Background: an optimization exercise with open tools, aiming at small area and a short achievable clock period. Do not read the settings as production practice. For this run, only the layout was checked, not whether the RTL still works. Power and IR drop assume default switching activity.

[flow/run.sh]
#!/bin/bash
# synth_recipe.tcl (not shown) runs the flow's synth.tcl, then flattens the netlist and writes it again
# the make line also repeats each setting of config.mk as NAME=value (left out here)
make -C /OpenROAD-flow-scripts/flow DESIGN_CONFIG=/design/flow/config.mk WORK_HOME=/design/flow/orfs CLKGATE_MAP_FILE= SYNTH_SCRIPT=/design/flow/synth_recipe.tcl finish
[flow/config.mk]
export PLATFORM = sky130hd
export DESIGN_NAME = juletre
export DESIGN_NICKNAME = juletre
export VERILOG_FILES = /design/flow/design.v
export SDC_FILE = /design/flow/constraint.sdc
export NUM_CORES = 4
export LEC_CHECK = 0
export CAP_MARGIN = 20
export CORE_MARGIN = 2
export CORE_UTILIZATION = 30
export PLACE_DENSITY = 0.5
export SLEW_MARGIN = 20
[flow/constraint.sdc]
create_clock -name core_clock -period 10.0 [get_ports {clk}]
set_input_delay 2.0000 -clock core_clock [delete_from_list [all_inputs] [get_ports {clk}]]
set_output_delay 2.0000 -clock core_clock [all_outputs]
set_load 0.01 [all_outputs]
[flow/design.v]
module juletre_encode (
    input  wire [7:0]  b,
    input  wire        polarity,
    output wire [31:0] word
);
    reg [31:0] pre;
    integer i;
    always @* begin
        for (i = 0; i < 8; i = i + 1)
            pre[4*i +: 4] = b[i] ? 4'hE : 4'h8;
    end
    wire [31:0] swapped = {pre[15:0], pre[31:16]};
    assign word = polarity ? ~swapped : swapped;
endmodule
module juletre_sfd #(
    parameter RING_CAP = 32,
    parameter RING_AW  = 5,
    parameter PKT_MAX  = 16,
    parameter PKT_AW   = 4
) (
    input  wire              clk,
    input  wire              rst,
    input  wire              rx_valid,
    input  wire [7:0]        rx_data,
    input  wire              sig_take,
    input  wire [PKT_AW-1:0] pkt_rd_addr,
    output reg  [7:0]        pkt_rd_data,
    output reg               pkt_rd_ok,
    output reg               new_data,
    output wire              evt_commit,
    output wire              evt_crc_fail,
    output wire              evt_rx_overrun
);
    reg [7:0]         ring [0:RING_CAP-1];
    reg [RING_AW-1:0] head;
    reg [RING_AW-1:0] tail;
    reg [RING_AW:0]   count;
    reg [16:0] hdr_idx;
    reg [15:0] hdr_len;
    reg [7:0]  hdr_crc;
    reg [7:0]         pkt [0:PKT_MAX-1];
    reg [PKT_MAX-1:0] pkt_w;
    wire [7:0] head_byte  = ring[head];
    wire       ring_empty = (count == 0);
    wire       ring_full  = (count == RING_CAP);
    wire       push       = rx_valid && !ring_full;
    assign evt_rx_overrun = rx_valid && ring_full;
    reg [7:0]         peek_xor;
    reg [RING_AW-1:0] offs;
    integer i;
    always @* begin
        peek_xor = 8'h00;
        for (i = 0; i < RING_CAP; i = i + 1) begin
            offs = i[RING_AW-1:0] - head;
            if ({11'd0, offs} < hdr_len)
                peek_xor = peek_xor ^ ring[i];
        end
    end
    wire        hdr_phase = (hdr_idx <= 17'd6);
    wire        chk_phase = (hdr_idx == 17'd7);
    wire        enough    = ({10'd0, count} >= hdr_len);
    wire        crc_ok    = (peek_xor == hdr_crc);
    wire [16:0] total     = (hdr_len > PKT_MAX) ? {1'b0, hdr_len} : PKT_MAX;
    wire        pay_step  = (chk_phase && enough && crc_ok) || (hdr_idx >= 17'd8);
    wire [16:0] k         = chk_phase ? 17'd0 : (hdr_idx - 17'd7);
    wire        k_in_pay  = (k < {1'b0, hdr_len});
    wire        pkt_we    = pay_step && (k < PKT_MAX);
    wire [7:0]  pkt_wdata = k_in_pay ? head_byte : 8'h00;
    wire        last      = pay_step && (k + 17'd1 == total);
    wire hdr_pop = hdr_phase && !ring_empty;
    wire pop     = hdr_pop || (pay_step && k_in_pay);
    assign evt_commit   = last;
    assign evt_crc_fail = chk_phase && enough && !crc_ok;
    reg [7:0] magic;
    always @* begin
        case (hdr_idx[1:0])
            2'd0: magic = 8'h55;   
            2'd1: magic = 8'h41;   
            2'd2: magic = 8'h52;   
            default: magic = 8'h54;   
        endcase
    end
    always @(posedge clk) begin
        if (push)
            ring[tail] <= rx_data;
        if (pkt_we)
            pkt[k[PKT_AW-1:0]] <= pkt_wdata;
        pkt_rd_data <= pkt[pkt_rd_addr];
    end
    always @(posedge clk) begin
        if (rst) begin
            head      <= 0;
            tail      <= 0;
            count     <= 0;
            hdr_idx   <= 17'd0;
            hdr_len   <= 16'd0;
            hdr_crc   <= 8'd0;
            pkt_w     <= 0;
            pkt_rd_ok <= 1'b0;
            new_data  <= 1'b0;
        end else begin
            if (push)
                tail <= tail + 1'b1;
            if (pop)
                head <= head + 1'b1;
            count <= count + push - pop;
            if (hdr_pop) begin
                if (hdr_idx <= 17'd3) begin
                    if (head_byte == magic)
                        hdr_idx <= hdr_idx + 17'd1;
                    else
                        hdr_idx <= 17'd0;   
                end else if (hdr_idx == 17'd4) begin
                    hdr_len[7:0] <= head_byte;
                    hdr_idx      <= 17'd5;
                end else if (hdr_idx == 17'd5) begin
                    hdr_len[15:8] <= head_byte;
                    hdr_idx       <= 17'd6;
                end else begin
                    hdr_crc <= head_byte;
                    hdr_idx <= 17'd7;
                end
            end else if (evt_crc_fail) begin
                hdr_idx <= 17'd0;
                hdr_len <= 16'd0;
                hdr_crc <= 8'd0;
            end else if (pay_step) begin
                if (last) begin
                    hdr_idx <= 17'd0;
                    hdr_len <= 16'd0;
                    hdr_crc <= 8'd0;
                end else begin
                    hdr_idx <= 17'd7 + k + 17'd1;
                end
            end
            if (pkt_we)
                pkt_w[k[PKT_AW-1:0]] <= 1'b1;
            pkt_rd_ok <= pkt_w[pkt_rd_addr];
            new_data  <= last || (new_data && !sig_take);
        end
    end
endmodule
module juletre_bse #(
    parameter NUM_PIXELS  = 8,
    parameter NUM_COLORS  = 3,
    parameter PIX_AW      = 5,    
    parameter MAX_RWORDS  = 13,   
    parameter FB_AW       = 6,
    parameter SLOT_CYCLES = 2
) (
    input  wire                    clk,
    input  wire                    rst,
    input  wire [8*NUM_COLORS-1:0] cfg_chan_map,
    input  wire                    cfg_polarity,
    input  wire [7:0]              cfg_reset_delay_us,
    input  wire                    pix_we,
    input  wire [PIX_AW-1:0]       pix_addr,
    input  wire [7:0]              pix_wdata,
    input  wire                    enc_start,
    input  wire [7:0]              enc_byte,
    output wire [31:0]             enc_word,
    input  wire [FB_AW-1:0]        fb_rd_addr,
    output reg  [31:0]             fb_rd_data,
    output reg                     fb_rd_ok,
    input  wire                    tx_start,
    output wire                    tx_out,
    output reg                     tx_busy,
    output reg                     enc_ready,
    output reg                     enc_busy,
    output reg  [1:0]              enc_status
);
    localparam DATA_WORDS = NUM_COLORS * NUM_PIXELS;
    localparam FB_MAX     = 1 + DATA_WORDS + MAX_RWORDS;
    localparam PIX_LEN    = 4 * NUM_PIXELS;
    localparam [1:0] ST_NONE  = 2'd0;
    localparam [1:0] ST_DONE  = 2'd1;
    localparam [1:0] ST_ABORT = 2'd2;
    reg [8*NUM_COLORS-1:0] chan_map;
    reg                    polarity;
    reg [FB_AW-1:0]        fb_len;
    reg [7:0]         pix   [0:PIX_LEN-1];
    reg [PIX_LEN-1:0] pix_w;
    reg [31:0]        fb    [0:FB_MAX-1];
    reg [FB_MAX-1:0]  fb_w;
    reg [FB_AW-1:0] enc_pos;
    wire [8:0]  cfg_rwords = ({1'b0, cfg_reset_delay_us} + 9'd19) / 9'd20;
    reg         cfg_ok;
    integer c;
    always @* begin
        cfg_ok = 1'b1;
        for (c = 0; c < NUM_COLORS; c = c + 1)
            if (cfg_chan_map[8*c +: 8] >= 8'd4)
                cfg_ok = 1'b0;
    end
    wire [31:0] reset_word = polarity ? 32'hFFFFFFFF : 32'h00000000;
    juletre_encode u_enc_byte (.b(enc_byte), .polarity(polarity), .word(enc_word));
    wire             is_data = (enc_pos >= 1) && (enc_pos <= DATA_WORDS);
    wire [FB_AW-1:0] kk      = enc_pos - 1'b1;
    wire [FB_AW-1:0] px      = kk / NUM_COLORS;
    wire [FB_AW-1:0] ch      = kk % NUM_COLORS;
    wire [7:0]       chan_id = chan_map[8*ch +: 8];
    wire             bad_id  = is_data && (chan_id >= 8'd4);
    wire [PIX_AW-1:0] pj     = {px[PIX_AW-3:0], 2'b00} + chan_id[1:0] - 1'b1;
    wire [7:0]       pval    = (chan_id == 8'd0) ? 8'h00 :
                               (pix_w[pj] ? pix[pj] : 8'h00);
    wire [31:0]      data_word;
    juletre_encode u_enc_pix (.b(pval), .polarity(polarity), .word(data_word));
    wire [31:0]      step_word = is_data ? data_word : reset_word;
    wire             step_wr   = enc_busy && !bad_id;
    wire             step_last = (enc_pos + 1'b1 == fb_len);
    reg [FB_AW-1:0] tx_word;
    reg [4:0]       tx_slot;
    reg [1:0]       tx_div;
    wire [31:0]     tx_w     = fb[tx_word];
    wire [31:0]     tx_unsw  = {tx_w[15:0], tx_w[31:16]};
    wire            tx_level = tx_unsw[5'd31 - tx_slot];
    assign tx_out = tx_busy ? tx_level : polarity;
    always @(posedge clk) begin
        if (pix_we)
            pix[pix_addr] <= pix_wdata;
        if (step_wr)
            fb[enc_pos] <= step_word;
        fb_rd_data <= fb[fb_rd_addr];
    end
    always @(posedge clk) begin
        if (rst) begin
            chan_map   <= cfg_chan_map;
            polarity   <= cfg_polarity;
            fb_len     <= 1 + DATA_WORDS + cfg_rwords[FB_AW-1:0];
            enc_ready  <= cfg_ok;
            pix_w      <= 0;
            fb_w       <= 0;
            enc_busy   <= 1'b0;
            enc_pos    <= 0;
            enc_status <= ST_NONE;
            fb_rd_ok   <= 1'b0;
            tx_busy    <= 1'b0;
            tx_word    <= 0;
            tx_slot    <= 5'd0;
            tx_div     <= 2'd0;
        end else begin
            if (pix_we)
                pix_w[pix_addr] <= 1'b1;
            if (enc_busy) begin
                if (bad_id) begin
                    enc_busy   <= 1'b0;
                    enc_pos    <= 0;
                    enc_status <= ST_ABORT;
                end else begin
                    fb_w[enc_pos] <= 1'b1;
                    if (step_last) begin
                        enc_busy   <= 1'b0;
                        enc_pos    <= 0;
                        enc_status <= ST_DONE;
                    end else begin
                        enc_pos <= enc_pos + 1'b1;
                    end
                end
            end else if (enc_start && enc_ready) begin
                enc_busy   <= 1'b1;
                enc_pos    <= 0;
                enc_status <= ST_NONE;
            end
            fb_rd_ok <= enc_ready && (fb_rd_addr < fb_len) && fb_w[fb_rd_addr];
            if (tx_busy) begin
                if (tx_div == SLOT_CYCLES - 1) begin
                    tx_div <= 2'd0;
                    if (tx_slot == 5'd31) begin
                        tx_slot <= 5'd0;
                        if (tx_word + 1'b1 == fb_len)
                            tx_busy <= 1'b0;
                        else
                            tx_word <= tx_word + 1'b1;
                    end else begin
                        tx_slot <= tx_slot + 1'b1;
                    end
                end else begin
                    tx_div <= tx_div + 1'b1;
                end
            end else if (tx_start && enc_status == ST_DONE) begin
                tx_busy <= 1'b1;
                tx_word <= 0;
                tx_slot <= 5'd0;
                tx_div  <= 2'd0;
            end
        end
    end
endmodule
module juletre (
    input  wire        clk,
    input  wire        rst,
    input  wire [23:0] cfg_chan_map,
    input  wire        cfg_polarity,
    input  wire [7:0]  cfg_reset_delay_us,
    input  wire        rx_valid,
    input  wire [7:0]  rx_data,
    input  wire        sig_take,
    input  wire [3:0]  pkt_rd_addr,
    output wire [7:0]  pkt_rd_data,
    output wire        pkt_rd_ok,
    output wire        new_data,
    output wire        evt_commit,
    output wire        evt_crc_fail,
    output wire        evt_rx_overrun,
    input  wire        pix_we,
    input  wire [4:0]  pix_addr,
    input  wire [7:0]  pix_wdata,
    input  wire        enc_start,
    input  wire [7:0]  enc_byte,
    output wire [31:0] enc_word,
    input  wire [5:0]  fb_rd_addr,
    output wire [31:0] fb_rd_data,
    output wire        fb_rd_ok,
    input  wire        tx_start,
    output wire        tx_out,
    output wire        tx_busy,
    output wire        enc_ready,
    output wire        enc_busy,
    output wire [1:0]  enc_status
);
    juletre_sfd u_sfd (
        .clk(clk), .rst(rst),
        .rx_valid(rx_valid), .rx_data(rx_data), .sig_take(sig_take),
        .pkt_rd_addr(pkt_rd_addr), .pkt_rd_data(pkt_rd_data), .pkt_rd_ok(pkt_rd_ok),
        .new_data(new_data), .evt_commit(evt_commit), .evt_crc_fail(evt_crc_fail),
        .evt_rx_overrun(evt_rx_overrun)
    );
    juletre_bse u_bse (
        .clk(clk), .rst(rst),
        .cfg_chan_map(cfg_chan_map), .cfg_polarity(cfg_polarity),
        .cfg_reset_delay_us(cfg_reset_delay_us),
        .pix_we(pix_we), .pix_addr(pix_addr), .pix_wdata(pix_wdata),
        .enc_start(enc_start), .enc_byte(enc_byte), .enc_word(enc_word),
        .fb_rd_addr(fb_rd_addr), .fb_rd_data(fb_rd_data), .fb_rd_ok(fb_rd_ok),
        .tx_start(tx_start), .tx_out(tx_out), .tx_busy(tx_busy),
        .enc_ready(enc_ready), .enc_busy(enc_busy), .enc_status(enc_status)
    );
endmodule
==> summary.txt <==
==> critical path, delay by kind of cell, from the launching register on <==
family / cells / cell delay (ns)
adder cells (fa/ha/maj): 4 / 1.08
buffers and inverters: 5 / 0.89
AO/OA/AOI/OAI: 6 / 1.48
AND/OR/NAND/NOR: 16 / 4.40
flip-flops: 1 / 0.30
multiplexers: 1 / 0.28
XOR/XNOR: 2 / 0.52
==> layout by cell type, fill, tap and decap left out, types with 68 or more instances in the layout <==
cell and n:
buf_4 157, nand2_1 213, nor2_1 438, clkdlybuf4s50_1 156, clkbuf_16 140, xnor2_1 142
o21ai_0 259, mux4_2 351, nand3_1 131, mux2i_1 155, a21oi_1 283, and3_1 68
inv_1 123, ha_1 142, dfxtp_1 190, o22ai_1 71, edfxtp_1 1052
==> synth_stat cells (all sizes together), types with 54 or more instances <==
master | instances | area, µm²
xor2 | 58 | 508
nor3 | 54 | 282
a211oi | 56 | 420
a31oi | 58 | 420
and3 | 68 | 425
nor2 | 449 | 1700
nand3 | 131 | 656
dfxtp | 198 | 3960
buf | 150 | 888
edfxtp | 1052 | 31600
ha | 143 | 1790
a21oi | 285 | 1430
mux2i | 155 | 1550
inv | 124 | 465
o22ai | 72 | 457
clkbuf | 160 | 602
nand2 | 219 | 842
mux4 | 351 | 7910
xnor2 | 152 | 1330
o21ai | 307 | 1570
==> power by group through the flow <==
stage          combinational, mW  clock [mW]  sequential (mW)
5_1_grt                     10.2        5.58             6.52
4_1_cts                     9.44        5.39             6.51
2_1_floorplan               6.57           0             6.55
3_3_place_gp                9.29           0             6.61
6_report                    9.57        5.27             6.51
3_5_place_dp                9.40           0             6.62
==> metal layers <==
layer | share of wire [%] | vias to the layer above
met5 | 0.0033 | -
met4 | 3.4 | 2
met3 | 7.2 | 320
met2 | 46 | 1924
met1 | 43 | 22900
li1 | - | 19600
==> cells by family after synthesis <==
group           count (synthesis)
fa+ha+maj                     145
buf+inv                       436
simple gates                 1199
mux                           547
xor+xnor                      241
flops                        1250
compound gates               1102
==> worst paths after layout <==
check / cells past startpoint / slack [ns] / endpoint / startpoint
worst max register to register: 34 / 0.75 / u_bse.fb[16][14]$_DFFE_PP_ / u_bse.enc_pos[1]$_SDFFE_PP0P_
worst max-delay path: 34 / 0.75 / u_bse.fb[16][14]$_DFFE_PP_ / u_bse.enc_pos[1]$_SDFFE_PP0P_
worst min-delay path: 2 / 0.46 / u_bse.fb_w[11]$_SDFFE_PP0P_ / u_bse.fb_w[11]$_SDFFE_PP0P_
worst min register to register: 2 / 0.46 / u_bse.fb_w[11]$_SDFFE_PP0P_ / u_bse.fb_w[11]$_SDFFE_PP0P_
==> state kept, by name, indices dropped and copies added (netlist names), 10 cells and up, named ones only <==
signal,flops
u_bse.fb_w,38
u_sfd.ring,256
u_sfd.pkt_w,16
u_sfd.hdr_len,16
u_bse.fb_rd_data,10
u_sfd.pkt,128
u_bse.fb,380
u_bse.pix,256
u_bse.chan_map,24
u_bse.pix_w,32
u_sfd.hdr_idx,17
==> metrics by stage <==
stage                     utilization [%]  area [µm²]  worst slack [ns]  hold slack (ns)  std cells
after global placement               32.5       69800             0.653            0.443       7769
after detailed placement             32.5       69800             0.490            0.452       7770
after floorplan                         -       64800             0.661            0.429       4920
after CTS                            34.7       74500             0.443            0.466       8027
final                                34.8       74600             0.751            0.464       8030
after global routing                 34.8       74600            0.0824            0.486       8029
==> layout make-up <==
type                    instances  area share (%)
clock buffers                 181            5.01
inverters                     126           0.634
well taps                    2838            4.76
repair buffers                323            3.87
clock inverters                76            1.31
diodes                          2         0.00671
flip-flops and latches       1250            47.7
multi-input cells            3234            36.7
==> what timing repair did <==
| item | 4_1_cts | 5_1_grt |
|---|---|---|
| setup endpoints to repair | 0 | 304 |
| setup buffers | 0 | 1 |
| resized for setup | 0 | 4 |
==> impl_metrics.csv <==
group,metric,value,unit
global_routing,grt_pass1_wl,305000,µm
cts,clock_latency,0.82,ns
power,power_frac_clock,24.7,%
timing,rsz0062_at_grt,"no",
finish,final_net_count,5298,
finish,areaGrowthSynthToFinish,15.2,%
cts,clk_path_buf_depth,3,
outcome,outcome,"timing/DRC/antenna clean",
logic_synthesis,ys_seq_area_share,54.9,%
setup_path,critPathSlowestCell,"a2111oi_2",
cts,cts-root-buf,"clkbuf_16",
floorplan,die_h,469,µm
drt,drtAntennaViolNets,0,
timing,setup_viol,0,
logic_synthesis,syn_nets,5143,
drt,via_per_inst,5.57,
floorplan,fp-row-count,170,
logic_synthesis,synthFlopType,"edfxtp_1",
global_routing,met2_usage,30.0,%
global_routing,grt_max_degree,128,
placed_design,gp_congestion,0.927,
setup_path,crit_required,10.55,ns
finish,multiInputGateArea,0.0274,mm²
logic_synthesis,synth_cell_types,114,
power,switchingPower,8.28,mW
logic_synthesis,synthArstFlopShare,0,%
global_routing,top_usage_layer,"met2",
drt,wire_per_inst,26.4,µm
logic_synthesis,syn_area,0.0648,mm²
power,p_comb_share,44.8,%
logic_synthesis,synth_edf_count,1052,
timing,fin_tns_setup,0,ns
timing,max_clock_freq,108,MHz
global_routing,use_met3,3.09,%
placed_design,io_buffers,162,
power,ir_drop,0.473,mV
finish,layout.area.seq,0.0356,mm²
timing,hold_viol,0,
logic_synthesis,ys_seq_elements,1250,
drt,drt_iter0_markers,5335,
timing,fin_crit,9.25,ns
finish,fillerInstances,20600,
power,power,21.3,mW
logic_synthesis,syn_avg_cell_area,13.2,µm²
global_routing,antenna_found_initial,8,
worst_hold_path,hold_path.class,"reg2reg",
drt,via_count,44800,
placed_design,dpl.hpwl,144000,µm
cts,cts_tree,"done",
power,p_leak,24.6,nW
floorplan,core-area,0.215,mm²
power,seq_power_share,30.5,%
cts,holdBufCountCts,0,
global_routing,gr-usage-met1,26.0,%
logic_synthesis,yosys_warnings,3,
logic_synthesis,synthCells,4920,
logic_synthesis,synth_simple_gate_area_share,8.98,%
setup_path,end_kind,"register",
setup_path,critPathLaunchType,"register",
timing,skew,0.0517,ns
job,maxCapViolations,0,
logic_synthesis,synth_fa_ha_area_share,2.81,%
setup_path,crit_top_cell,"ha_1",
floorplan,fp.dieW,469,µm
floorplan,die-area,0.220,mm²
logic_synthesis,synth_xor_area_share,3.92,%
finish,drive_gt1_share,17.0,%
drt,dr.pass1.iters,8,
logic_synthesis,post_synth_mux_area_share,15.3,%
timing,slew_viol_final,0,
logic_synthesis,synth_compound_area_share,11.1,%
global_routing,grt_usage,18.9,%
drt,routed_wl,212000,µm
power,netSwitchingFraction,38.8,%
setup_path,crit_path_max_fanout,38,
logic_synthesis,synth_top_family_by_area,"multiplexers",
setup_path,crit_path_max_incr_delay,0.56,ns
global_routing,grt_pass1_vias,43000,
cts,clock-sinks,1250,
cts,clk_pin_slew,0.06,ns
cts,htreeDepth,4,
setup_path,worstSetupPathType,"reg2reg",
timing,maxSlewHeadroom,22.8,%
timing,period_share,92.5,%
setup_path,arrival,9.80,ns
cts,cts_buffers,140,
floorplan,io_pins,163,
power,p_int,13.1,mW
global_routing,grt_overflow,0,
drt,drc,0,
power,power.density,286,mW/mm²
timing,worst_pin_slew,1.15,ns
floorplan,start_util,30.2,%

## port drivers added, routing unchanged
How much do the figures lean on ideal ports? The routed layout below was timed once more, with nothing changed but the port constraints.
Step 1 assumes that a clkbuf_16 drives the clock port and a buf_2 every other input.
Step 2 adds t to the input delays and takes it off the output delays; t is the mean of the earliest and latest rising clock arrival at the registers after step 1. Input paths then give back, and output paths get back, about the clock's delay inside the block.
a / b / c = no drivers / after step 1 / after step 2; a / b = the first two.
t, ns: 0.889
slack for setup (ns): 0.751 / 0.703 / 0.751
hold slack, ns: 0.464 / 0.464 / 0.464
worst setup path at the end: register to register
worst slew at a driven data input, ns: 0.15
After both steps this run still meets setup and hold. For this run, drivers alone change the setup slack by -0.048 ns; drivers and shift together by 0.000 ns.
